What follows belongs to an exercise in optimizing a design on an open flow for small area, a short achievable clock period and few clock cycles; a production flow would make more cautious choices.
The RTL was checked by simulation tests, not by an equivalence proof against the original design.
Power is estimated from default activity; no workload was simulated.

job 101:
==> flow/design.v (excerpt) <==
module prng_sampler (
    input  wire        clk,
    input  wire        rst,           
    input  wire        cmd_valid,
    output wire        cmd_ready,
    input  wire [2:0]  cmd_op,
    input  wire [1:0]  cmd_gen,
    input  wire [31:0] cmd_a,
    input  wire [31:0] cmd_b,
    output wire        rsp_valid,
    output wire [31:0] rsp_data,
    output wire [1:0]  rsp_status
);
    parameter K  = 3;                       
    parameter KS = 4;                       
    localparam NSC = 16 / KS;               
    localparam OP_SET = 3'd0, OP_GET = 3'd1, OP_NEXT = 3'd2, OP_UNIFORM = 3'd3;
    localparam G_XS = 2'd0, G_MINSTD = 2'd1, G_MARS = 2'd2, G_SHIFT = 2'd3;
    localparam ST_OK = 2'd0, ST_PARAM = 2'd1, ST_BAD = 2'd2;
    localparam M_NONE = 2'd0, M_DIV = 2'd1, M_CHK = 2'd2;
    reg [31:0] xs_state, minstd_state, mars_state;
    reg [4:0]  sh_a, sh_b, sh_c;
    reg        vld_r;
    reg [2:0]  op_r;
    reg [1:0]  gen_r;
    reg [31:0] a_r, b_r;
    reg [1:0]  mode;
    reg        phase_t;      
    reg [1:0]  g;
    reg [31:0] lower;
    reg [31:0] rem;
    reg [31:0] dv;           
    reg [31:0] d0;           
    reg [4:0]  s0;           
    reg [5:0]  rs;           
  ...
For scale: roughly 6400 cells after synthesis.
export LEC_CHECK = 0
export CAP_MARGIN = 10
export CORE_MARGIN = 2
export CORE_UTILIZATION = 50
export PLACE_DENSITY = 0.6
export SETUP_SLACK_MARGIN = 5
export SLEW_MARGIN = 10
create_clock -name core_clock -period 17.0 [get_ports {clk}]
run.sh (not shown) runs the stock make flow with config.mk's settings and CLKGATE_MAP_FILE= SYNTH_SCRIPT=/design/flow/synth_recipe.tcl, a recipe that flattens the netlist after the stock synthesis.
STATUS run=job 101 STAGES=ALL_DONE FINAL_CHECKS=FAILED CAUSE=max-capacitance violations, max-slew violations
Testbench counts of job 101, summed over its fixed seeds: cycles 14,988.
Input-level comparison between job 102 and job 101:
- SLEW_MARGIN: 10 -> 20
- CORE_UTILIZATION: 50 -> 40
- CAP_MARGIN: 10 -> 20
## What came out
Summary across job 102 and job 101: the single failing run is job 101.
Job 101 → job 102: chip width went up by 38 um; clock skew went up by 0.057 ns; final-layout fill cell count went up by 3062; worst-case headroom to the max-slew limit went up by 19 points.
Job 102 reports a higher proportion of power drawn by the clock network than job 101 does.
Relative to job 101, the power of job 102 is higher by 85 uW.


prng_sampler, a different RTL version from the one above (not shown whole).
For scale: about 6,500 cells after synthesis, about 360 flip-flops, about 51,000 um^2 of cells after synthesis.
export LEC_CHECK = 0
export CAP_MARGIN = 10
export CORE_MARGIN = 2
export CORE_UTILIZATION = 50
export PLACE_DENSITY = 0.6
export SETUP_SLACK_MARGIN = 5
export SLEW_MARGIN = 10
create_clock -name core_clock -period 17.0 [get_ports {clk}]
Testbench counts at the start, summed over its fixed seeds: cycles 14,988.
Edit:
CAP_MARGIN = 20   (was 10)
CORE_UTILIZATION = 40   (was 50)
SLEW_MARGIN = 20   (was 10)
=> The changed run produced a clean layout. Sequential cell count is unchanged. Area after synthesis is unchanged. Register-to-register slack got worse by 80 ps. Global-route usage came out lower by 7.7 points. Worst setup slack got worse by 75 ps. Fmax came out lower by 0.65%. Sequential power hardly moves.


Setup of run 1:
Another version of the RTL of prng_sampler (not shown whole).
Size: roughly 6700 cells after synthesis, about 360 flip-flops, about 110 I/O pins, about 53000 um^2 of cells after synthesis.
make LEC_CHECK=0 CAP_MARGIN=20 CORE_MARGIN=2 CORE_UTILIZATION=50 PLACE_DENSITY=0.6 SETUP_SLACK_MARGIN=5 SLEW_MARGIN=20 finish   # period 17.0 ns
Run 1 completed; timing, DRC and antenna clean
Testbench counts of run 1, summed over its fixed seeds: cycles 14,988.
Input changes introduced in run 2 (baseline for comparison: run 1):
# run 1
export LEC_CHECK = 0
export CAP_MARGIN = 20
export CORE_MARGIN = 2
export CORE_UTILIZATION = 50
export PLACE_DENSITY = 0.6
export SETUP_SLACK_MARGIN = 5
export SLEW_MARGIN = 20
create_clock -name core_clock -period 17.0 [get_ports {clk}]
# run 2
export LEC_CHECK = 0
export CAP_MARGIN = 20
export CORE_MARGIN = 2
export CORE_UTILIZATION = 40
export PLACE_DENSITY = 0.6
export SETUP_SLACK_MARGIN = 5
export SLEW_MARGIN = 20
create_clock -name core_clock -period 17.0 [get_ports {clk}]
==> summary.txt <==
The estimated power of run 2 ends up lower than the estimate for run 1. On clock buffer count from CTS, the higher figure sits with run 2, not run 1. | shortest clock period the worst path allows after layout | run 2 vs run 1 | 0.056 ns higher |. For the area added between synthesis and finish, run 2 came in 0.95 points higher than run 1 did. Layout inverter count without the clock tree delta (run 2 -> run 1): insignificant.
[inputs] run 3 vs run 2
# run 2
export LEC_CHECK = 0
export CAP_MARGIN = 20
export CORE_MARGIN = 2
export CORE_UTILIZATION = 40
export PLACE_DENSITY = 0.6
export SETUP_SLACK_MARGIN = 5
export SLEW_MARGIN = 20
create_clock -name core_clock -period 17.0 [get_ports {clk}]
# run 3
export LEC_CHECK = 0
export CAP_MARGIN = 10
export CORE_MARGIN = 2
export CORE_UTILIZATION = 50
export PLACE_DENSITY = 0.6
export SETUP_SLACK_MARGIN = 5
export SLEW_MARGIN = 10
create_clock -name core_clock -period 17.0 [get_ports {clk}]
[summary]
Going from run 2 to run 3, detailed route wirelength on metal3 picked up an extra about 5%; buffer share of cell area neither gained nor lost much; aggregate routed wire length lost 1.8%. Global-route usage ends up lower on run 2. Looking at synthesis-to-layout area growth, run 3 sits 0.75 points lower than run 2 does. Going from run 2 to run 3, number of antenna cells inserted grows by 5. As far as non-clock inverter count in the final layout is concerned, run 3 and run 2 perform about the same.

[what the ideal ports hide]
Ports are ideal in the flow. The routed layouts listed here were re-timed in OpenROAD.
Step 1 sets driving cells, clkbuf_16 on the clock port and buf_2 on the other inputs (assumed; they add their load-dependent delay and slew).
Step 2 moves the port delays by t, midway between the first and last clock arrival at a register: inputs arrive t later, outputs are due t later. That takes back most of the time a late clock gives input paths.
a / b / c = no drivers / after step 1 / after step 2; a / b = the first two.
run	shift t [ns]	setup WS [ns]	worst setup path after step 2	worst register clock-pin slew, ns	pins driven straight from the clock port
job 101	0.689	5.357 / 5.357 / 5.357	register to register	0.07 / 0.07	1
job 102	0.722	5.318 / 5.318 / 5.318	register to register	0.07 / 0.07	1
the first run of note 2	0.697	5.475 / 5.475 / 5.475	register to register	0.08 / 0.08	1
the second run of note 2	0.706	5.400 / 5.400 / 5.400	register to register	0.07 / 0.07	1
run 1	0.742	5.474 / 5.474 / 5.474	register to register	0.07 / 0.07	1
run 2	0.720	5.418 / 5.418 / 5.418	register to register	0.07 / 0.07	1
run 3	0.708	5.508 / 5.508 / 5.508	register to register	0.07 / 0.07	1
